Background: an optimization exercise with open tools, aiming at small area, a short achievable clock period and few clock cycles per item. Do not read the settings as production practice.
In this exercise RTL edits were held to simulation tests only and were not proved equivalent to the original.
Power is estimated from default activity; no workload was simulated.

alpha:
==> module bso_core, before the edit <==
module bso_core #(
    parameter W = 64
) (
    input  wire         clk,
    input  wire         rst,           
    input  wire         req_valid,
    input  wire [39:0]  cmd,
    input  wire [W-1:0] a,
    input  wire [W-1:0] b,
    output reg          rsp_valid,
    output wire [W-1:0] rset,
    output wire [15:0]  rcnt,
    output reg          rflag,
    output reg  [1:0]   err
);
    localparam NP = 16;                
    localparam [1:0] ERR_OK = 2'd0, ERR_EMPTY_SET = 2'd1,
                     ERR_INVALID_RANGE = 2'd2, ERR_ILLEGAL_OP = 2'd3;
    wire [5:0]  opc = cmd[5:0];
    wire [1:0]  rsv = cmd[7:6];
    wire [15:0] n1  = cmd[23:8];
    wire [15:0] n2  = cmd[39:24];
    wire go = req_valid & ~rst;
    localparam [3:0] F_AND = 4'b1000, F_OR = 4'b1110, F_XOR = 4'b0110,
                     F_NOTX = 4'b0011, F_CLR = 4'b0100, F_X = 4'b1100,
                     F_BNX = 4'b0010;
    reg [3:0] f;
    reg       rot_r, rot_l, mk_shl, mk_shr, mk_ext, shift_op, test_op;
    reg       c_clz, c_ctz, c_card, c_min, c_max;
    reg       legal;
    always @(*) begin
        f = 4'b0000;
        rot_r = 1'b0; rot_l = 1'b0; mk_shl = 1'b0; mk_shr = 1'b0; mk_ext = 1'b0;
        shift_op = 1'b0; test_op = 1'b0;
        c_clz = 1'b0; c_ctz = 1'b0; c_card = 1'b0; c_min = 1'b0; c_max = 1'b0;
        legal = 1'b1;
        case (opc)
            6'h00, 6'h21:                 f = F_AND;
            6'h01, 6'h09, 6'h20, 6'h30:   f = F_OR;
            6'h02, 6'h0A, 6'h23, 6'h31:   f = F_XOR;
            6'h03, 6'h24:                 f = F_NOTX;
            6'h08, 6'h22, 6'h2F:          f = F_CLR;
            6'h04: begin f = F_X;   rot_l = 1'b1; mk_shl = 1'b1; shift_op = 1'b1; end
            6'h2B: begin f = F_OR;  rot_l = 1'b1; mk_shl = 1'b1; shift_op = 1'b1; end
            6'h05: begin f = F_X;   rot_r = 1'b1; mk_shr = 1'b1; shift_op = 1'b1; end
            6'h2C: begin f = F_AND; rot_r = 1'b1; mk_shr = 1'b1; shift_op = 1'b1; end
            6'h06: begin f = F_X;   rot_l = 1'b1; end
            6'h2D: begin f = F_CLR; rot_l = 1'b1; end
            6'h07: begin f = F_X;   rot_r = 1'b1; end
            6'h2E: begin f = F_XOR; rot_r = 1'b1; end
            6'h0B, 6'h32: begin f = F_X; rot_r = 1'b1; mk_ext = 1'b1; end
            6'h0C, 6'h33: c_clz = 1'b1;
            6'h0D, 6'h34: c_ctz = 1'b1;
            6'h27: c_card = 1'b1;
            6'h29: c_min = 1'b1;
            6'h2A: c_max = 1'b1;
            6'h25: begin f = F_CLR; test_op = 1'b1; end
            6'h26: begin f = F_BNX; test_op = 1'b1; end
            6'h28: begin f = F_X;   test_op = 1'b1; end
            default: legal = 1'b0;
        endcase
        if (rsv != 2'b00) legal = 1'b0;
    end
    wire n1big = |n1[15:6];                                
    wire nbig  = (|n1[15:7]) | (|n2[15:7]);                
    wire [3:0] f_ok = f & {4{legal}};
    wire [3:0] lut1 = (shift_op & n1big) ? {f_ok[1:0], f_ok[1:0]} : f_ok;
    wire [5:0] n1lo = n1[5:0];
    wire [5:0] ramt = rot_r ? n1lo : rot_l ? (6'd0 - n1lo) : 6'd0;
    wire [5:0] lo1  = mk_shl ? n1lo : 6'd0;
    wire [6:0] hi1  = mk_shr ? (7'd64 - {1'b0, n1lo}) :
                      mk_ext ? n2[6:0] : 7'd64;          
    reg          v1_q;
    reg [W-1:0]  a_q, b_q;
    reg [5:0]    rs_q, rsn_q;              
    reg [5:0]    lo_q;
    reg [6:0]    hi_q;
    reg [3:0]    lut_q;
    reg          ext_q, big_q, n1b6_q, ill_q, test1_q;
    reg          card1_q, clz_q, ctz_q, min_q, max_q;
    always @(posedge clk) begin
        v1_q    <= go;
        a_q     <= a;
        b_q     <= b;
        rs_q    <= ramt;
        rsn_q   <= ~ramt;
        lo_q    <= lo1;
        hi_q    <= hi1;
        lut_q   <= lut1;
        ext_q   <= legal & mk_ext;
        big_q   <= nbig;
        n1b6_q  <= n1[6];
        ill_q   <= ~legal;
        test1_q <= legal & test_op;
        card1_q <= legal & c_card;
        clz_q   <= legal & c_clz;
        ctz_q   <= legal & c_ctz;
        min_q   <= legal & c_min;
        max_q   <= legal & c_max;
    end
    wire [7:0] rsum = {1'b0, n1b6_q, rs_q} + {1'b0, hi_q};
    wire bad_q = ext_q & (big_q | rsum[7] | (rsum[6] & (|rsum[5:0])));
    wire [W-1:0] rb [0:6];
    assign rb[0] = a_q;
    genvar j;
    generate
        for (j = 0; j < 6; j = j + 1) begin : g_rb
            rot_stage #(.SH(1 << j), .INV(1)) st (
                .d(rb[j]), .s(rs_q[j]), .sn(rsn_q[j]), .q(rb[j+1]));
        end
    endgenerate
    wire [W-1:0] x = rb[6];                
    wire [W-1:0] rn2;
    mask_lut ml (.x(x), .b(b_q), .lo(lo_q), .hi(hi_q), .lut(~(lut_q & {4{~bad_q}})), .r(rn2));
    wire [5:0] fl_lo, fl_hi;
    wire       nonempty;
    first_last fl (.v(a_q), .lo(fl_lo), .hi(fl_hi), .nonempty(nonempty));
    wire [6:0] clz = nonempty ? {1'b0, ~fl_hi} : 7'd64;
    wire [6:0] ctz = nonempty ? {1'b0, fl_lo}  : 7'd64;
    wire [6:0] cv2 = ({7{clz_q}} & clz)
                   | ({7{ctz_q}} & ctz)
                   | ({7{min_q & nonempty}} & {1'b0, fl_lo})
                   | ({7{max_q & nonempty}} & {1'b0, fl_hi});
    wire empty = (min_q | max_q) & ~nonempty;
    wire [NP-1:0] pc2;
    popcount_a pca (.v(a_q), .p(pc2));
    reg          v2_q;
    reg [W-1:0]  rn_q;
    reg [6:0]    cv_q;
    reg [NP-1:0] pc_q;
    reg          card_q, test_q;
    reg [1:0]    err2_q;
    always @(posedge clk) begin
        v2_q   <= v1_q & ~rst;               
        rn_q   <= rn2;
        cv_q   <= cv2;
        pc_q   <= pc2;
        card_q <= card1_q;
        test_q <= test1_q;
        err2_q <= ill_q ? ERR_ILLEGAL_OP : bad_q ? ERR_INVALID_RANGE :
                  empty ? ERR_EMPTY_SET : ERR_OK;
    end
    wire g3 = v2_q & ~rst;                   
    wire [6:0] card;
    popcount_b pcb (.p(pc_q), .card(card));
    wire [W-1:0] rset_d  = ~(rn_q | {W{~(g3 & ~test_q)}});
    wire         rflag_d = g3 & test_q & (&rn_q);
    wire [6:0]   rcnt_d  = {7{g3}} & (card_q ? card : cv_q);
    wire [1:0]   err_d   = {2{g3}} & err2_q;
    reg [W-1:0] rset_q;
    reg [6:0]   rcnt_q;
    always @(posedge clk) begin
        rsp_valid <= g3;
        rset_q    <= rset_d;
        rcnt_q    <= rcnt_d;
        rflag     <= rflag_d;
        err       <= err_d;
    end
    assign rset = rset_q;
    assign rcnt = {9'd0, rcnt_q};
endmodule
Settings: LEC_CHECK=0, CAP_MARGIN=20, CORE_MARGIN=2, CORE_UTILIZATION=40, CTS_CLUSTER_DIAMETER=100, CTS_CLUSTER_SIZE=30, PLACE_DENSITY=0.5, SLEW_MARGIN=20; clock period 12.0 ns.
standard.sh (not shown) runs the stock make flow with config.mk's settings and CLKGATE_MAP_FILE= SYNTH_SCRIPT=/design/flow/synth_recipe.tcl, a recipe that flattens the netlist after the stock synthesis.
==> flow/flow/run.sh <==
#!/bin/bash
# Standard layout, with plain buffers (sky130_fd_sc_hd__buf_1) on the ports
# instead of the delay buffers buffer_ports picks by default, and timing
# repair aimed at a 3.4 ns period (setup margin 8.6 ns on the 12 ns clock).
set -euo pipefail
export BUFFER_PORTS_ARGS="-buffer_cell sky130_fd_sc_hd__buf_1"
export SETUP_SLACK_MARGIN=8.6
bash standard.sh > standard.log 2>&1
Testbench counts of alpha, summed over its fixed seeds: cycles 64,032, items 64,000.
#### Input delta (beta over alpha)
--- a/flow/design.v
+++ b/flow/design.v
@@ -319,9 +319,9 @@
         end
     endgenerate
     wire [W-1:0] x = rb[6];                
     wire [W-1:0] rn2;
-    mask_lut ml (.x(x), .b(b_q), .lo(lo_q), .hi(hi_q), .lut(~(lut_q & {4{~bad_q}})), .r(rn2));
+    mask_lut ml (.x(x), .b(b_q), .lo(lo_q), .hi(hi_q), .lut(~lut_q), .r(rn2));
     wire [5:0] fl_lo, fl_hi;
     wire       nonempty;
     first_last fl (.v(a_q), .lo(fl_lo), .hi(fl_hi), .nonempty(nonempty));
     wire [6:0] clz = nonempty ? {1'b0, ~fl_hi} : 7'd64;
@@ -351,9 +351,9 @@
     end
     wire g3 = v2_q & ~rst;                   
     wire [6:0] card;
     popcount_b pcb (.p(pc_q), .card(card));
-    wire [W-1:0] rset_d  = ~(rn_q | {W{~(g3 & ~test_q)}});
+    wire [W-1:0] rset_d  = ~(rn_q | {W{~(g3 & ~test_q & ~err2_q[1])}});
     wire         rflag_d = g3 & test_q & (&rn_q);
     wire [6:0]   rcnt_d  = {7{g3}} & (card_q ? card : cv_q);
     wire [1:0]   err_d   = {2{g3}} & err2_q;
     reg [W-1:0] rset_q;
- Diff alpha -> beta: number of ordinary and repair buffers in the finished layout went down by about 7%, largest stage delay on the critical path went down by 20 ps, setup slack went up by 8.5 ps.
- Compared with alpha, in beta initial antenna violation count increased by 1 relative to the old numbers; power closely matched the old numbers.
Testbench counts of beta, summed over its fixed seeds: cycles 64,032, items 64,000.

lagoon:
bso_core with an RTL version that a note above also has.
Size: ~340 flip-flops, ~260 I/O pins.
==> module bso_core, before the edit <==
module bso_core #(
    parameter W = 64
) (
    input  wire         clk,
    input  wire         rst,           
    input  wire         req_valid,
    input  wire [39:0]  cmd,
    input  wire [W-1:0] a,
    input  wire [W-1:0] b,
    output reg          rsp_valid,
    output wire [W-1:0] rset,
    output wire [15:0]  rcnt,
    output reg          rflag,
    output reg  [1:0]   err
);
    localparam NP = 16;                
    localparam [1:0] ERR_OK = 2'd0, ERR_EMPTY_SET = 2'd1,
                     ERR_INVALID_RANGE = 2'd2, ERR_ILLEGAL_OP = 2'd3;
    wire [5:0]  opc = cmd[5:0];
    wire [1:0]  rsv = cmd[7:6];
    wire [15:0] n1  = cmd[23:8];
    wire [15:0] n2  = cmd[39:24];
    wire go = req_valid & ~rst;
    localparam [3:0] F_AND = 4'b1000, F_OR = 4'b1110, F_XOR = 4'b0110,
                     F_NOTX = 4'b0011, F_CLR = 4'b0100, F_X = 4'b1100,
                     F_BNX = 4'b0010;
    reg [3:0] f;
    reg       rot_r, rot_l, mk_shl, mk_shr, mk_ext, shift_op, test_op;
    reg       c_clz, c_ctz, c_card, c_min, c_max;
    reg       legal;
    always @(*) begin
        f = 4'b0000;
        rot_r = 1'b0; rot_l = 1'b0; mk_shl = 1'b0; mk_shr = 1'b0; mk_ext = 1'b0;
        shift_op = 1'b0; test_op = 1'b0;
        c_clz = 1'b0; c_ctz = 1'b0; c_card = 1'b0; c_min = 1'b0; c_max = 1'b0;
        legal = 1'b1;
        case (opc)
            6'h00, 6'h21:                 f = F_AND;
            6'h01, 6'h09, 6'h20, 6'h30:   f = F_OR;
            6'h02, 6'h0A, 6'h23, 6'h31:   f = F_XOR;
            6'h03, 6'h24:                 f = F_NOTX;
            6'h08, 6'h22, 6'h2F:          f = F_CLR;
            6'h04: begin f = F_X;   rot_l = 1'b1; mk_shl = 1'b1; shift_op = 1'b1; end
            6'h2B: begin f = F_OR;  rot_l = 1'b1; mk_shl = 1'b1; shift_op = 1'b1; end
            6'h05: begin f = F_X;   rot_r = 1'b1; mk_shr = 1'b1; shift_op = 1'b1; end
            6'h2C: begin f = F_AND; rot_r = 1'b1; mk_shr = 1'b1; shift_op = 1'b1; end
            6'h06: begin f = F_X;   rot_l = 1'b1; end
            6'h2D: begin f = F_CLR; rot_l = 1'b1; end
            6'h07: begin f = F_X;   rot_r = 1'b1; end
            6'h2E: begin f = F_XOR; rot_r = 1'b1; end
            6'h0B, 6'h32: begin f = F_X; rot_r = 1'b1; mk_ext = 1'b1; end
            6'h0C, 6'h33: c_clz = 1'b1;
            6'h0D, 6'h34: c_ctz = 1'b1;
            6'h27: c_card = 1'b1;
            6'h29: c_min = 1'b1;
            6'h2A: c_max = 1'b1;
            6'h25: begin f = F_CLR; test_op = 1'b1; end
            6'h26: begin f = F_BNX; test_op = 1'b1; end
            6'h28: begin f = F_X;   test_op = 1'b1; end
            default: legal = 1'b0;
        endcase
        if (rsv != 2'b00) legal = 1'b0;
    end
    wire n1big = |n1[15:6];                                
    wire nbig  = (|n1[15:7]) | (|n2[15:7]);                
    wire [3:0] f_ok = f & {4{legal}};
    wire [3:0] lut1 = (shift_op & n1big) ? {f_ok[1:0], f_ok[1:0]} : f_ok;
    wire [5:0] n1lo = n1[5:0];
    wire [5:0] ramt = rot_r ? n1lo : rot_l ? (6'd0 - n1lo) : 6'd0;
    wire [5:0] lo1  = mk_shl ? n1lo : 6'd0;
    wire [6:0] hi1  = mk_shr ? (7'd64 - {1'b0, n1lo}) :
                      mk_ext ? n2[6:0] : 7'd64;          
    reg          v1_q;
    reg [W-1:0]  a_q, b_q;
    reg [5:0]    rs_q, rsn_q;              
    reg [5:0]    lo_q;
    reg [6:0]    hi_q;
    reg [3:0]    lut_q;
    reg          ext_q, big_q, n1b6_q, ill_q, test1_q;
    reg          card1_q, clz_q, ctz_q, min_q, max_q;
    always @(posedge clk) begin
        v1_q    <= go;
        a_q     <= a;
        b_q     <= b;
        rs_q    <= ramt;
        rsn_q   <= ~ramt;
        lo_q    <= lo1;
        hi_q    <= hi1;
        lut_q   <= lut1;
        ext_q   <= legal & mk_ext;
        big_q   <= nbig;
        n1b6_q  <= n1[6];
        ill_q   <= ~legal;
        test1_q <= legal & test_op;
        card1_q <= legal & c_card;
        clz_q   <= legal & c_clz;
        ctz_q   <= legal & c_ctz;
        min_q   <= legal & c_min;
        max_q   <= legal & c_max;
    end
    wire [7:0] rsum = {1'b0, n1b6_q, rs_q} + {1'b0, hi_q};
    wire bad_q = ext_q & (big_q | rsum[7] | (rsum[6] & (|rsum[5:0])));
    wire [W-1:0] rb [0:6];
    assign rb[0] = a_q;
    genvar j;
    generate
        for (j = 0; j < 6; j = j + 1) begin : g_rb
            rot_stage #(.SH(1 << j), .INV(1)) st (
                .d(rb[j]), .s(rs_q[j]), .sn(rsn_q[j]), .q(rb[j+1]));
        end
    endgenerate
    wire [W-1:0] x = rb[6];                
    wire [W-1:0] rn2;
    mask_lut ml (.x(x), .b(b_q), .lo(lo_q), .hi(hi_q), .lut(~lut_q), .r(rn2));
    wire [5:0] fl_lo, fl_hi;
    wire       nonempty;
    first_last fl (.v(a_q), .lo(fl_lo), .hi(fl_hi), .nonempty(nonempty));
    wire [6:0] clz = nonempty ? {1'b0, ~fl_hi} : 7'd64;
    wire [6:0] ctz = nonempty ? {1'b0, fl_lo}  : 7'd64;
    wire [6:0] cv2 = ({7{clz_q}} & clz)
                   | ({7{ctz_q}} & ctz)
                   | ({7{min_q & nonempty}} & {1'b0, fl_lo})
                   | ({7{max_q & nonempty}} & {1'b0, fl_hi});
    wire empty = (min_q | max_q) & ~nonempty;
    wire [NP-1:0] pc2;
    popcount_a pca (.v(a_q), .p(pc2));
    reg          v2_q;
    reg [W-1:0]  rn_q;
    reg [6:0]    cv_q;
    reg [NP-1:0] pc_q;
    reg          card_q, test_q;
    reg [1:0]    err2_q;
    always @(posedge clk) begin
        v2_q   <= v1_q & ~rst;               
        rn_q   <= rn2;
        cv_q   <= cv2;
        pc_q   <= pc2;
        card_q <= card1_q;
        test_q <= test1_q;
        err2_q <= ill_q ? ERR_ILLEGAL_OP : bad_q ? ERR_INVALID_RANGE :
                  empty ? ERR_EMPTY_SET : ERR_OK;
    end
    wire g3 = v2_q & ~rst;                   
    wire [6:0] card;
    popcount_b pcb (.p(pc_q), .card(card));
    wire [W-1:0] rset_d  = ~(rn_q | {W{~(g3 & ~test_q & ~err2_q[1])}});
    wire         rflag_d = g3 & test_q & (&rn_q);
    wire [6:0]   rcnt_d  = {7{g3}} & (card_q ? card : cv_q);
    wire [1:0]   err_d   = {2{g3}} & err2_q;
    reg [W-1:0] rset_q;
    reg [6:0]   rcnt_q;
    always @(posedge clk) begin
        rsp_valid <= g3;
        rset_q    <= rset_d;
        rcnt_q    <= rcnt_d;
        rflag     <= rflag_d;
        err       <= err_d;
    end
    assign rset = rset_q;
    assign rcnt = {9'd0, rcnt_q};
endmodule
==> flow/config.mk <==
export PLATFORM = sky130hd
export DESIGN_NAME = bso_core
export DESIGN_NICKNAME = bso_core
export VERILOG_FILES = /design/flow/design.v
export SDC_FILE = /design/flow/constraint.sdc
export NUM_CORES = 8
export LEC_CHECK = 0
export CAP_MARGIN = 20
export CORE_MARGIN = 2
export CORE_UTILIZATION = 45
export CTS_CLUSTER_DIAMETER = 100
export CTS_CLUSTER_SIZE = 30
export PLACE_DENSITY = 0.55
export SLEW_MARGIN = 20
==> flow/constraint.sdc <==
create_clock -name core_clock -period 12.0 [get_ports {clk}]
set_input_delay 2.4000 -clock core_clock [delete_from_list [all_inputs] [get_ports {clk}]]
set_output_delay 2.4000 -clock core_clock [all_outputs]
set_load 0.01 [all_outputs]
Scripts as last shown in full above: flow/flow/run.sh
Testbench counts of lagoon, summed over its fixed seeds: cycles 64,032, items 64,000.
Modified inputs, ember compared to lagoon
--- a/flow/design.v
+++ b/flow/design.v
@@ -319,9 +319,9 @@
         end
     endgenerate
     wire [W-1:0] x = rb[6];                
     wire [W-1:0] rn2;
-    mask_lut ml (.x(x), .b(b_q), .lo(lo_q), .hi(hi_q), .lut(~lut_q), .r(rn2));
+    mask_lut ml (.x(x), .b(b_q), .lo(lo_q), .hi(hi_q), .lut(~(lut_q & {4{~bad_q}})), .r(rn2));
     wire [5:0] fl_lo, fl_hi;
     wire       nonempty;
     first_last fl (.v(a_q), .lo(fl_lo), .hi(fl_hi), .nonempty(nonempty));
     wire [6:0] clz = nonempty ? {1'b0, ~fl_hi} : 7'd64;
@@ -351,9 +351,9 @@
     end
     wire g3 = v2_q & ~rst;                   
     wire [6:0] card;
     popcount_b pcb (.p(pc_q), .card(card));
-    wire [W-1:0] rset_d  = ~(rn_q | {W{~(g3 & ~test_q & ~err2_q[1])}});
+    wire [W-1:0] rset_d  = ~(rn_q | {W{~(g3 & ~test_q)}});
     wire         rflag_d = g3 & test_q & (&rn_q);
     wire [6:0]   rcnt_d  = {7{g3}} & (card_q ? card : cv_q);
     wire [1:0]   err_d   = {2{g3}} & err2_q;
     reg [W-1:0] rset_q;
--- outcome ---
Depth of the worst register-to-register path (higher): ember. Compared to lagoon, ember has global-route track usage on met3 1.8 points lower. Status: number of global-route vias before repair parity (lagoon, ember). Sequential-to-total area share from yosys stat for ember: 0.23 points up relative to lagoon. ember gives less summed instance area of the synthesized netlist than lagoon did. Total power of ember is lower than that of lagoon. The summed area of non-filler cells in the final layout on ember is in line with that on lagoon. ember against lagoon: number of primary I/O pins was more or less identical; number of gates given a new drive strength after cts went up by 4; number of combinational gates with multiple inputs about even. Sink count of the clock tree: ember vs lagoon identical. ember vs. lagoon: routability congestion estimate from global placement now smaller; switching share of power went down 0.25 points; register-to-register path setup slack went up 0.06 ns.
Testbench counts of ember, summed over its fixed seeds: cycles 64,032, items 64,000.

[port drivers added, routing unchanged]
No port has a modelled driver above. Below, the same layouts with a new extraction and two added sets of constraints.
Step 1: set_driving_cell puts a clkbuf_16 on clk and a buf_2 on each other input, an assumption about the parent block.
Step 2 adds t to the input delays and takes it off the output delays; t is the mean of the earliest and latest rising clock arrival at the registers after step 1. Input paths then give back, and output paths get back, about the clock's delay inside the block.
Slacks: ideal / step 1 / step 2; pairs: ideal / step 1.
run | t (ns) | setup slack, ns | worst setup path after step 2 | worst data-port slew with drivers (ns)
alpha | 0.580 | 8.604 / 8.548 / 8.091 | input to register | 0.07
beta | 0.583 | 8.612 / 8.556 / 8.084 | input to register | 0.06
lagoon | 0.589 | 8.608 / 8.550 / 8.063 | input to register | 0.06
ember | 0.589 | 8.604 / 8.545 / 8.112 | input to register | 0.06
After both steps setup and hold are still met in every run listed. The setup slack of lagoon, which loses most, moves by -0.058 ns with the drivers and by -0.545 ns with both steps.
